What follows belongs to an exercise in optimizing a design on an open flow for small area; a production flow would make more cautious choices. Only simulation tests tie the RTL to the original design; equivalence was not proved. Power is estimated from default activity; no workload was simulated.

<file path="design.v">
module anna_cpu (
    input  wire        clk,
    input  wire        rst,           
    input  wire        run_start,
    input  wire [15:0] run_budget,
    output reg         done,
    output reg  [1:0]  stop_reason,   
    output reg  [1:0]  fault_code,    
    output reg  [1:0]  status,        
    output wire [15:0] pc,
    output wire [31:0] cycles,
    output wire        mem_req,
    output wire        mem_we,
    output wire [15:0] mem_addr,
    output wire [15:0] mem_wdata,
    input  wire        mem_gnt,
    input  wire [15:0] mem_rdata,
    input  wire        in_valid,
    input  wire [15:0] in_data,
    output wire        in_pop,
    output wire        out_valid,
    output wire [1:0]  out_kind,      
    output wire [15:0] out_data
);
    localparam [1:0] ST_HALTED = 2'd0, ST_RUNNING = 2'd1, ST_PAUSED = 2'd2;
    localparam [1:0] SR_HALTED = 2'd0, SR_CYCLES = 2'd1, SR_FAULT = 2'd2;
    localparam [1:0] F_INPUT = 2'd1, F_OPCODE = 2'd2, F_DIVZERO = 2'd3;
    localparam [3:0] S_IDLE   = 4'd0,
                     S_START  = 4'd1,
                     S_FETCH  = 4'd2,
                     S_DATA   = 4'd3,
                     S_DEC    = 4'd4,
                     S_ALIGN  = 4'd5,
                     S_PASS   = 4'd6,
                     S_MEM    = 4'd7,
                     S_LDATA  = 4'd8,
                     S_OUT    = 4'd9,
                     S_SREQ   = 4'd10,
                     S_SDATA  = 4'd11,
                     S_SEMIT  = 4'd12,
                     S_COMMIT = 4'd13;
    reg [3:0]   st;
    reg [3:0]   ph;           
    reg [3:0]   pn;           
    reg         clr;          
    reg [111:0] rf;           
    reg [15:0]  t, u;         
    reg [15:0]  a;            
    reg [15:0]  b;            
    reg [15:0]  ir;
    reg [31:0]  cyc;
    reg [15:0]  g;            
    reg [1:0]   cs;           
    reg ca, cp, c2, c3, cc, gb, seen;
    reg qz, qsg, psg;         
    reg dr, dr1, bd1, bd2, pd;
    reg nh, nl, qh, ql;       
    reg rsel, rneg;
    assign pc        = a;
    assign mem_addr  = a;
    assign mem_wdata = b;
    assign out_data  = b;
    assign cycles    = cyc;
    wire [3:0] op  = ir[15:12];
    wire [2:0] rd  = ir[11:9];
    wire [2:0] rs1 = ir[8:6];
    wire [2:0] rs2 = ir[5:3];
    wire [2:0] fn  = ir[2:0];
    wire c_math  = (op == 4'd0);
    wire c_mul   = c_math && (fn == 3'd5);
    wire c_div   = c_math && (fn[2:1] == 2'b11);
    wire c_alu   = c_math && !c_mul && !c_div;
    wire c_jalr  = (op == 4'd1);
    wire c_in    = (op == 4'd2);
    wire c_addi  = (op == 4'd3);
    wire c_shf   = (op == 4'd4);
    wire c_lw    = (op == 4'd5);
    wire c_sw    = (op == 4'd6);
    wire c_lli   = (op == 4'd7);
    wire c_lui   = (op == 4'd8);
    wire c_br    = (op >= 4'd9) && (op <= 4'd14);
    wire c_o     = (op == 4'd15);
    wire c_inval = c_o && (fn > 3'd2);
    wire c_sent  = (ir == 16'hF000);
    wire c_halt  = c_o && (rd == 3'd0);
    wire c_outs  = c_o && (rd != 3'd0) && (fn == 3'd1);
    wire c_out   = c_o && (rd != 3'd0) && (fn != 3'd1);
    wire c_one   = c_alu || c_addi || c_lli || c_lui || c_in || c_jalr;
    wire [7:0] tap;
    assign tap[0] = 1'b0;
    genvar gi;
    generate
        for (gi = 1; gi < 8; gi = gi + 1) begin : g_tap
            assign tap[gi] = rf[16*(gi-1)];
        end
    endgenerate
    wire [2:0] qi = c_math ? rs2 : rd;
    wire p = tap[rs1];
    wire q = tap[qi];
    wire bz = (b == 16'd0);
    wire gz = (g == 16'd0);
    wire first = (ph == 4'd0);
    wire lastb = (ph == 4'd15);
    wire pa    = (st == S_PASS) && !clr;
    wire is6   = c_addi || c_lw || c_sw;
    wire irlo  = ir[ph[2:0]];
    wire immhi = ph[3] || (is6 && ph[2] && ph[1]);
    wire imm   = immhi ? (is6 ? ir[5] : ir[7]) : irlo;
    wire asub = c_math && (fn == 3'd1);
    wire ay   = c_math ? (q ^ asub) : imm;
    wire acin = first ? asub : ca;
    wire asum = p ^ ay ^ acin;
    wire acy  = (p & ay) | (p & acin) | (ay & acin);
    reg br_taken;
    always @(*) begin
        case (op)
            4'd9:    br_taken = qz;
            4'd10:   br_taken = !qz;
            4'd11:   br_taken = !qsg && !qz;
            4'd12:   br_taken = !qsg;
            4'd13:   br_taken = qsg;
            4'd14:   br_taken = qsg || qz;
            default: br_taken = 1'b0;
        endcase
    end
    wire use_t = c_lw || c_sw || (c_outs && bz);
    wire px    = use_t ? t[0] : a[0];
    wire py    = c_br && br_taken && imm;
    wire pcin  = first ? 1'b1 : cp;
    wire psum  = px ^ py ^ pcin;
    wire pcy   = (px & py) | (px & pcin) | (py & pcin);
    wire [5:0] sn   = ir[5:0];
    wire       spos = !sn[5] && (sn != 6'd0);
    wire       sneg = sn[5];
    wire [5:0] sm   = 6'd0 - sn;
    wire [3:0] slim = spos ? sn[3:0] : sm[3:0];
    wire       sbig = spos ? sn[4] : (sm[5] | sm[4]);
    wire       sless = sbig || (ph < slim);
    wire mx   = (ph[3:1] == 3'd0) ? 1'b0 : bd2;
    wire my0  = ql & p;
    wire my1  = qh & pd & !first;
    wire ms1  = mx ^ my0 ^ my1;
    wire mc1  = (mx & my0) | (mx & my1) | (my0 & my1);
    wire mcA  = first ? 1'b0 : ca;
    wire mcB  = first ? 1'b0 : c2;
    wire msum = ms1 ^ mcA ^ mcB;
    wire mc2  = (ms1 & mcA) | (ms1 & mcB) | (mcA & mcB);
    wire r    = rsel ? u[0] : t[0];
    wire dx1  = first ? nh : dr;
    wire add1 = qsg ^ rneg;
    wire dy1  = add1 ? q : ~q;
    wire dc1  = first ? ~add1 : ca;
    wire r1   = dx1 ^ dy1 ^ dc1;
    wire r1c  = (dx1 & dy1) | (dx1 & dc1) | (dy1 & dc1);
    wire dx2  = first ? nl : dr1;
    wire dya  = qsg ? q : ~q;
    wire dca  = first ? ~qsg : c2;
    wire r2a  = dx2 ^ dya ^ dca;
    wire r2ac = (dx2 & dya) | (dx2 & dca) | (dya & dca);
    wire dyb  = ~dya;
    wire dcb  = first ? qsg : c3;
    wire r2b  = dx2 ^ dyb ^ dcb;
    wire r2bc = (dx2 & dyb) | (dx2 & dcb) | (dyb & dcb);
    wire qstr = (ph == 4'd0) ? ql : (ph == 4'd1) ? qh : bd2;    
    wire fy   = rneg & (qsg ? ~q : q);
    wire fc   = first ? (rneg & qsg) : ca;
    wire rsum = r ^ fy ^ fc;
    wire rcy  = (r & fy) | (r & fc) | (fy & fc);
    wire isdivq = (fn == 3'd6);
    wire nv    = (pn == 4'd1) ? p : (isdivq ? qstr : rsum);
    wire nneg  = (pn == 4'd1) ? psg : (isdivq ? (psg ^ qsg) : psg);
    wire seen0 = first ? 1'b0 : seen;
    wire nout  = nv ^ (nneg & seen0);
    reg        wr;         
    reg        wbit;
    reg        a_sh, a_in;
    reg        b_sh, b_in;
    reg        t_wr, t_in;
    reg        u_wr;
    always @(*) begin
        wr = 1'b0; wbit = 1'b0;
        a_sh = 1'b0; a_in = psum;
        b_sh = 1'b0; b_in = 1'b0;
        t_wr = 1'b0; t_in = 1'b0;
        u_wr = 1'b0;
        if (pa) begin
            if (c_one) begin
                wr = 1'b1;
                a_sh = 1'b1;
                if (c_jalr) begin
                    a_in = q;
                    wbit = psum;
                end else if (c_alu) begin
                    case (fn)
                        3'd2:    wbit = p & q;
                        3'd3:    wbit = p | q;
                        3'd4:    wbit = ~p;
                        default: wbit = asum;
                    endcase
                end else if (c_addi) wbit = asum;
                else if (c_lli) wbit = imm;
                else if (c_lui) wbit = ph[3] ? irlo : q;
                else begin                        
                    wbit = b[0];
                    b_sh = 1'b1;
                end
            end
            if (c_br && pn == 4'd1) a_sh = 1'b1;
            if (c_shf) begin
                case (pn)
                    4'd0: begin b_sh = 1'b1; b_in = p; end
                    4'd1: b_sh = sneg && sless;
                    default: begin
                        b_sh = !(spos && sless);
                        wr   = 1'b1;
                        wbit = (spos && sless) ? 1'b0 : b[0];
                        a_sh = 1'b1;
                    end
                endcase
            end
            if (c_lw || c_sw) begin
                if (pn == 4'd0) begin
                    a_sh = 1'b1; a_in = asum;
                    t_wr = 1'b1; t_in = a[0];
                    if (c_sw) begin b_sh = 1'b1; b_in = q; end
                end else begin
                    a_sh = 1'b1;
                    if (c_lw) begin wr = 1'b1; wbit = b[0]; b_sh = 1'b1; end
                end
            end
            if (c_out) begin
                a_sh = 1'b1;
                b_sh = 1'b1; b_in = q;
            end
            if (c_outs) begin
                a_sh = 1'b1;
                if (pn == 4'd0) begin
                    a_in = q;
                    t_wr = 1'b1; t_in = a[0];
                end
            end
            if (c_mul) begin
                t_wr = 1'b1;
                t_in = (pn == 4'd0) ? 1'b0 : msum;
                if (pn == 4'd8) begin
                    wr = 1'b1; wbit = msum; a_sh = 1'b1;
                end
            end
            if (c_div) begin
                if (pn == 4'd1) begin
                    b_sh = 1'b1; b_in = nout;
                    t_wr = 1'b1; t_in = 1'b0;
                end else if (pn != 4'd0) begin
                    b_sh = 1'b1; b_in = qstr;
                    if (pn == 4'd10) begin
                        wr = 1'b1; wbit = nout; a_sh = 1'b1;
                    end else begin
                        t_wr = 1'b1; t_in = r2a;
                        u_wr = 1'b1;
                    end
                end
            end
        end
    end
    wire [2:0] wsel = c_jalr ? rs1 : rd;
    integer i;
    always @(posedge clk) begin
        for (i = 1; i < 8; i = i + 1) begin
            if ((st == S_PASS) && clr)
                rf[16*(i-1) +: 16] <= {1'b0, rf[16*(i-1)+1 +: 15]};
            else if (wr && (wsel == i))
                rf[16*(i-1) +: 16] <= {wbit, rf[16*(i-1)+1 +: 15]};
            else
                rf[16*(i-1) +: 16] <= {rf[16*(i-1)], rf[16*(i-1)+1 +: 15]};
        end
        t <= {t_wr ? t_in : t[0], t[15:1]};
        u <= {u_wr ? r2b : u[0], u[15:1]};
    end
    task finish(input [1:0] reason, input [1:0] new_status, input [1:0] code);
        begin
            done        <= 1'b1;
            stop_reason <= reason;
            status      <= new_status;
            fault_code  <= code;
            st          <= S_IDLE;
        end
    endtask
    assign mem_req   = (st == S_FETCH) || (st == S_MEM) || (st == S_SREQ);
    assign mem_we    = (st == S_MEM) && c_sw;
    assign out_valid = (st == S_OUT) || (st == S_SEMIT);
    assign out_kind  = (st == S_SEMIT) ? {1'b1, bz} : {1'b0, ir[1]};
    assign in_pop    = (st == S_DEC) && c_in && in_valid;
    wire dec_ok = !c_inval && !c_sent && !(c_in && !in_valid);
    always @(posedge clk) begin
        if (rst) begin
            st     <= S_IDLE;
            ph     <= 4'd0;
            clr    <= 1'b1;
            a      <= 16'd0;
            cyc    <= 32'd0;
            status <= ST_HALTED;
            done   <= 1'b0;
            cs     <= 2'd0;
        end else begin
            ph   <= ph + 4'd1;
            done <= 1'b0;
            if (a_sh) a <= {a_in, a[15:1]};
            if (st == S_DATA) ir <= mem_rdata;
            if (st == S_LDATA || st == S_SDATA) b <= mem_rdata;
            else if (in_pop) b <= in_data;
            else if (b_sh) b <= {b_in, b[15:1]};
            ca   <= c_mul ? mc1 : c_div ? ((pn == 4'd10) ? rcy : r1c) : (c_lw || c_sw || c_math || c_addi) ? acy : 1'b0;
            c2   <= c_mul ? mc2 : r2ac;
            c3   <= r2bc;
            cp   <= pcy;
            seen <= seen0 | nv;
            dr   <= r;
            dr1  <= r1;
            pd   <= p;
            bd1  <= c_mul ? t[0] : b[0];
            bd2  <= bd1;
            if (pa && pn == 4'd0) begin
                qz <= (first ? 1'b1 : qz) & !q;
                if (lastb) begin qsg <= q; psg <= p; end
            end
            if (pa && c_mul && ph[3:1] == ~pn[2:0]) begin
                if (ph[0]) nh <= q; else nl <= q;
            end
            if (pa && c_div && lastb && pn >= 4'd2 && pn <= 4'd9) begin
                rsel <= r1;
                rneg <= r1 ? r2b : r2a;
                qh   <= !r1;
                ql   <= !(r1 ? r2b : r2a);
            end
            if (pa && c_div && pn == 4'd1 && lastb) begin
                rsel <= 1'b0;
                rneg <= 1'b0;
            end
            if (pa && c_div && b_sh) begin
                if (ph == 4'd14) nl <= b_in;
                if (ph == 4'd15) nh <= b_in;
            end
            case (cs)
                2'd1: if (lastb) cs <= 2'd2;
                2'd2: if (lastb) cs <= 2'd3;
                2'd3: if (lastb) cs <= 2'd0;
                default: ;
            endcase
            if (cs[1]) begin
                cyc <= {cyc[0] ^ ((cs == 2'd2 && first) ? 1'b1 : cc), cyc[31:1]};
                cc  <= cyc[0] & ((cs == 2'd2 && first) ? 1'b1 : cc);
            end
            if (cs == 2'd2) begin
                g  <= {g[0] ^ (first ? 1'b1 : gb), g[15:1]};
                gb <= (first ? 1'b1 : gb) & !g[0];
            end
            case (st)
                S_IDLE: begin
                    if (run_start) begin
                        g  <= run_budget;
                        st <= S_START;
                    end
                end
                S_START: begin
                    if (gz) finish(SR_CYCLES, ST_PAUSED, 2'd0);
                    else if (clr) st <= S_ALIGN;
                    else st <= S_FETCH;
                end
                S_FETCH: if (mem_gnt) st <= S_DATA;
                S_DATA: begin
                    status <= ST_RUNNING;
                    st     <= S_DEC;
                end
                S_DEC: begin
                    pn <= 4'd0;
                    if (c_inval) finish(SR_FAULT, ST_RUNNING, F_OPCODE);
                    else if (c_sent) finish(SR_HALTED, ST_HALTED, 2'd0);
                    else if (c_in && !in_valid) finish(SR_FAULT, ST_RUNNING, F_INPUT);
                    else begin
                        if (!c_div) cs <= 2'd1;
                        st <= c_halt ? S_COMMIT : S_ALIGN;
                    end
                end
                S_ALIGN: if (lastb) st <= S_PASS;
                S_PASS: begin
                    if (lastb) begin
                        if (clr) begin
                            clr <= 1'b0;
                            st  <= S_FETCH;
                        end else begin
                            pn <= pn + 4'd1;
                            if (c_mul) begin
                                qh <= (pn == 4'd0) ? q : nh;
                                ql <= nl;
                                if (pn == 4'd8) st <= S_COMMIT;
                            end else if (c_div) begin
                                if (pn == 4'd0) begin
                                    if (qz && !q) finish(SR_FAULT, ST_RUNNING, F_DIVZERO);
                                    else cs <= 2'd1;
                                end
                                if (pn == 4'd10) st <= S_COMMIT;
                            end else if (c_br) begin
                                if (pn == 4'd1) st <= S_COMMIT;
                            end else if (c_shf) begin
                                if (pn == 4'd2) st <= S_COMMIT;
                            end else if (c_lw || c_sw) begin
                                st <= (pn == 4'd0) ? S_MEM : S_COMMIT;
                            end else if (c_out) begin
                                st <= S_OUT;
                            end else if (c_outs) begin
                                pn <= 4'd1;
                                st <= (pn != 4'd0 && bz) ? S_COMMIT : S_SREQ;
                            end else begin
                                st <= S_COMMIT;
                            end
                        end
                    end
                end
                S_MEM: if (mem_gnt) st <= c_lw ? S_LDATA : S_ALIGN;
                S_LDATA: st <= S_ALIGN;
                S_OUT: st <= S_COMMIT;
                S_SREQ: if (mem_gnt) st <= S_SDATA;
                S_SDATA: st <= S_SEMIT;
                S_SEMIT: st <= S_ALIGN;
                S_COMMIT: begin
                    if (cs == 2'd0) begin
                        if (c_halt) finish(SR_HALTED, ST_HALTED, 2'd0);
                        else if (gz) finish(SR_CYCLES, ST_PAUSED, 2'd0);
                        else st <= S_FETCH;
                    end
                end
                default: st <= S_IDLE;
            endcase
        end
    end
endmodule
</file>
<file path="run.sh">
#!/bin/bash
# synth_recipe.tcl (not shown) runs the flow's synth.tcl, then flattens the netlist and writes it again
# the make line also repeats each setting of config.mk as NAME=value (left out here)
make -C /OpenROAD-flow-scripts/flow DESIGN_CONFIG=/design/flow/config.mk WORK_HOME=/design/flow/orfs CLKGATE_MAP_FILE= SYNTH_SCRIPT=/design/flow/synth_recipe.tcl finish
</file>
<file path="config.mk">
export PLATFORM = sky130hd
export DESIGN_NAME = anna_cpu
export DESIGN_NICKNAME = anna_cpu
export VERILOG_FILES = /design/flow/design.v
export SDC_FILE = /design/flow/constraint.sdc
export NUM_CORES = 4
export LEC_CHECK = 0
export CAP_MARGIN = 20
export CORE_MARGIN = 2
export CORE_UTILIZATION = 40
export SLEW_MARGIN = 20
</file>
<file path="constraint.sdc">
create_clock -name core_clock -period 10.0 [get_ports {clk}]
set_input_delay 2.0000 -clock core_clock [delete_from_list [all_inputs] [get_ports {clk}]]
set_output_delay 2.0000 -clock core_clock [all_outputs]
set_load 0.01 [all_outputs]
</file>
==> metrics.log <==
INFO  metric synth.avg_cell_area = 10.4 sq um
INFO  metric netlist.area_leader.share = 34.7%
INFO  metric multi_input_area = 4830 sq um
INFO  metric final_period_minus_worst_setup_slack = ~5.4 ns
INFO  metric synth_top_cells_by_area = dfxtp_1, edfxtp_1, mux2i_1
INFO  metric worst_slew_pin_slew = approximately 1.1 ns
INFO  metric synth-warning-count = 1
INFO  metric floorplan.rows = 63
INFO  metric netlist.top_cell.by_area = dfxtp_1
INFO  metric ctsResizeCount = 0
INFO  metric route.detailed.vias_per_inst = 5.38
INFO  metric slew_headroom = 27.8%
INFO  metric most_frequent_cell_after_synthesis = dfxtp_1
INFO  metric startpoint_class_of_the_critical_path = flip-flop
INFO  metric rrSetupSlack = around 4.6 ns
INFO  metric seq_area_frac_synth = between 50% and 60%
INFO  metric io_pins = ~160
INFO  metric hp-class = reg2reg
INFO  metric fin_cells = 1,665
INFO  metric outcome = complete, no violations
INFO  metric layout.core_utilization = between 40% and 50%
INFO  metric cts.htree.levels = 1
INFO  metric clock_insertion_delay_worst_skew = 0.57 ns
INFO  metric synth_cells = 1,143
INFO  metric max_freq = 185 MHz
INFO  metric floorplan.die.height = 176 microns
INFO  metric tritoncts = yes
INFO  metric total_detailed_routing_wirelength = 30,800 microns
INFO  metric power_density = 192 nW/um^2
INFO  metric clkTransAtPathRegs = about 0.060 ns
INFO  metric maxSlewViolCount = 0
INFO  metric fin_setup_tns = 0 ns
INFO  metric vdd_ir_drop_max = between 0.15 and 0.2 mV
INFO  metric preCtsSetupSlack = 4.70 ns
INFO  metric critPathSlowestCell = nor4_4
INFO  metric router_iterations_before_antenna_repair = 6
INFO  metric power.total = 2.80 mW
INFO  metric yosysUniqueCellTypes = 79
INFO  metric gr-total-overflow = 0
INFO  metric synth-edff-count = 77
INFO  metric cts_made_buffers = 30
INFO  metric timing.critical_path.cells = nor4_4 -> mux2i_1 -> a221oi_1 -> a211o_1 -> xor2_1 -> nand2_1 -> o21ai_1 -> fa_1 -> nor4bb_1 -> a21oi_1 -> a221oi_1 -> or3_1 -> o31ai_1 -> a21oi_1 -> o311ai_1
INFO  metric wl_per_cell = 18.5 microns
INFO  metric dieArea = 31,100 sq um
INFO  metric setup_repair_after_global_routing_missed_its_margin = false
INFO  metric synth_async_sr_flop_share = 0%
INFO  metric maximum_number_of_pins_on_one_net_before_global_route_repair = 52
INFO  metric placed_cells = 1,608
INFO  metric drt_first_iter_violations = between 700 and 800
INFO  metric finalNetCount = 1,330
INFO  metric hpwlAfterDp = ~22,000 microns
INFO  metric post_dp_cell_area = 13,600 sq um
INFO  metric synth_register_bits = 283
INFO  metric initial_core_util = 40.3%
INFO  metric worst-path-max-fanout = 17
INFO  metric coreArea = 29,500 sq um
INFO  metric cts_num_sinks = between 200 and 300
INFO  metric ctsLongestPathBuffers = 3
INFO  metric worstSetupPathType = reg2reg
INFO  metric yosys-top-cells-count = dfxtp_1, nor2_1, mux2i_1
INFO  metric ys.flop_type = dfxtp_1
INFO  metric syn-num-nets = 1,223
INFO  metric maxCapViolCount = 0
INFO  metric drt.antenna.violating_nets = 0
INFO  metric port_buffers = 161
INFO  metric cp_data_arrival_time = a little under 6 ns
INFO  metric whs = ~0.32 ns
INFO  metric setup-violations-final = 0
INFO  metric routabilityCongestion = 0.929
INFO  metric overall_global_routing_usage = 19.7%
INFO  metric postCtsSetupRepairBufs = 0
INFO  metric grt_first_pass_wirelength = around 49,000 microns
INFO  metric vias = approximately 9,000
INFO  metric die_width = 176 microns
INFO  metric synthesis.area = 11,900 sq um
INFO  metric critPathRequiredTime = 10.42 ns
INFO  metric post-route-period-util = 54.1%
INFO  metric post_route_cells_drive_above_1_share = 6.67%
INFO  metric critical_path.endpoint_type = flip-flop
INFO  metric skew_final = 0.0214 ns
INFO  metric fin_area = 14,600 sq um
INFO  metric fillCellCount = roughly 2,700
INFO  metric critical_path.max_stage_delay = 0.90 ns
INFO  metric static-leakage-power = 5.61 nW
INFO  metric hold_violations = 0
INFO  metric syn_to_final_growth = 22.9%
INFO  metric seq_area = 6440 sq um
INFO  metric clock_tree.root_cell = clkbuf_16
INFO  metric first_global_vias = 8,583
INFO  metric worst_slack = 4.59 ns
INFO  metric drc_errors = 0
INFO  metric hold_buffers = 0
INFO  metric grt_antenna_before_repair = 0
-- power breakdown --
part	switching, mW	internal (mW)	total, mW
clock	0.453	0.680	1.13
combinational	0.209	0.152	0.361
sequential	0.0688	1.24	1.31
total	0.730	2.07	2.80
-- routing by layer --
metal	up-vias	share of wire, %	global-route usage [%]
met1	4291	46	28.6
met5	-	0	0
met2	346	45	30.3
li1	4261	-	-
met4	0	2.1	5.27
met3	58	6.6	3.25
-- final timing paths --
| kind | startpoint | to | cells past startpoint |
|---|---|---|---|
| max | ir[14]$_DFFE_PP_ | rf[111]$_SDFF_PP0_ | 15 |
| min | t[8]$_DFF_P_ | t[7]$_DFF_P_ | 0 |
| min reg2reg | t[8]$_DFF_P_ | t[7]$_DFF_P_ | 0 |
| max reg2reg | ir[14]$_DFFE_PP_ | rf[111]$_SDFF_PP0_ | 15 |
-- state kept, by name, summed over array words and instances, names as in the netlist, 16 cells and up --
register	flops
t	16
cyc	32
rf	112
ir	16
b	16
a	16
u	16
g	16
-- final cells by class --
type,instances,share of cell area [%]
tap,390,3.34
antenna,1,0.0171
clock inverter,10,0.668
multi-input combinational,728,33.0
timing repair buffer,171,11.5
clock buffer,46,6.47
inverter,36,0.925
sequential,283,44.0
-- critical path: cells and delay by family (launching register included) --
kind | cells | cell delay [ns]
xor+xnor | 1 | 0.19
compound gates | 8 | 2.27
mux | 1 | 0.22
flops | 1 | 0.64
fa+ha+maj | 1 | 0.49
simple gates | 4 | 1.43
-- layout by cell type, fill, tap and decap left out, types with 5 or more instances in the layout --
cell type        instances
nor2b_1                 10
o31ai_1                  9
a221oi_1                 6
mux2_1                   5
a21oi_1                 63
a211o_1                  7
clkbuf_16               34
mux2_2                   6
nand4_1                  5
clkbuf_8                 5
a211oi_1                 5
xnor2_1                  9
nor3b_1                  5
or3_1                    7
nor2_1                 118
nor3_1                  25
dfxtp_1                205
nor4_1                  16
clkbuf_1                 7
o21ai_1                 20
nand3_1                 35
xor2_1                   6
buf_4                   10
mux2i_1                102
inv_1                   31
ha_1                    19
and3_1                   7
fa_1                     8
and2_1                  12
nand2b_1                22
nand2_1                 82
clkdlybuf4s50_1        160
o211ai_1                 6
o21ai_0                 37
edfxtp_1                77
-- logic make-up after synthesis --
family,synth area share (%)
AOI/OAI and AO/OA,10.6
xor gates and xnor gates,1.10
muxes,10.0
DFF,54.1
adders and majority gates,3.35
buffers and inverters,5.49
and+or+nand+nor,15.3

afterwards: timing with drivers on the ports:
The results above use ideal ports. As a check the final layout listed here was re-extracted and re-timed, cells and wires unchanged.
Step 1, drivers: a clkbuf_16 drives clk and a buf_2 each remaining input, both assumed.
Step 2 also shifts input and output timing later by t, the mid clock arrival at the registers, as if the neighbouring blocks saw the same clock.
a / b / c = ideal ports / drivers / drivers and shift; a / b = the first two.
shift t [ns]: 0.609
setup slack, ns: 4.590 / 4.590 / 4.590
worst setup path at the end: register to register
worst data-port slew with drivers (ns): 0.04
pins driven straight from the clock port: 1
After both steps this run still meets setup and hold. For this run, drivers alone change the setup slack by 0.000 ns; drivers and shift together by 0.000 ns.
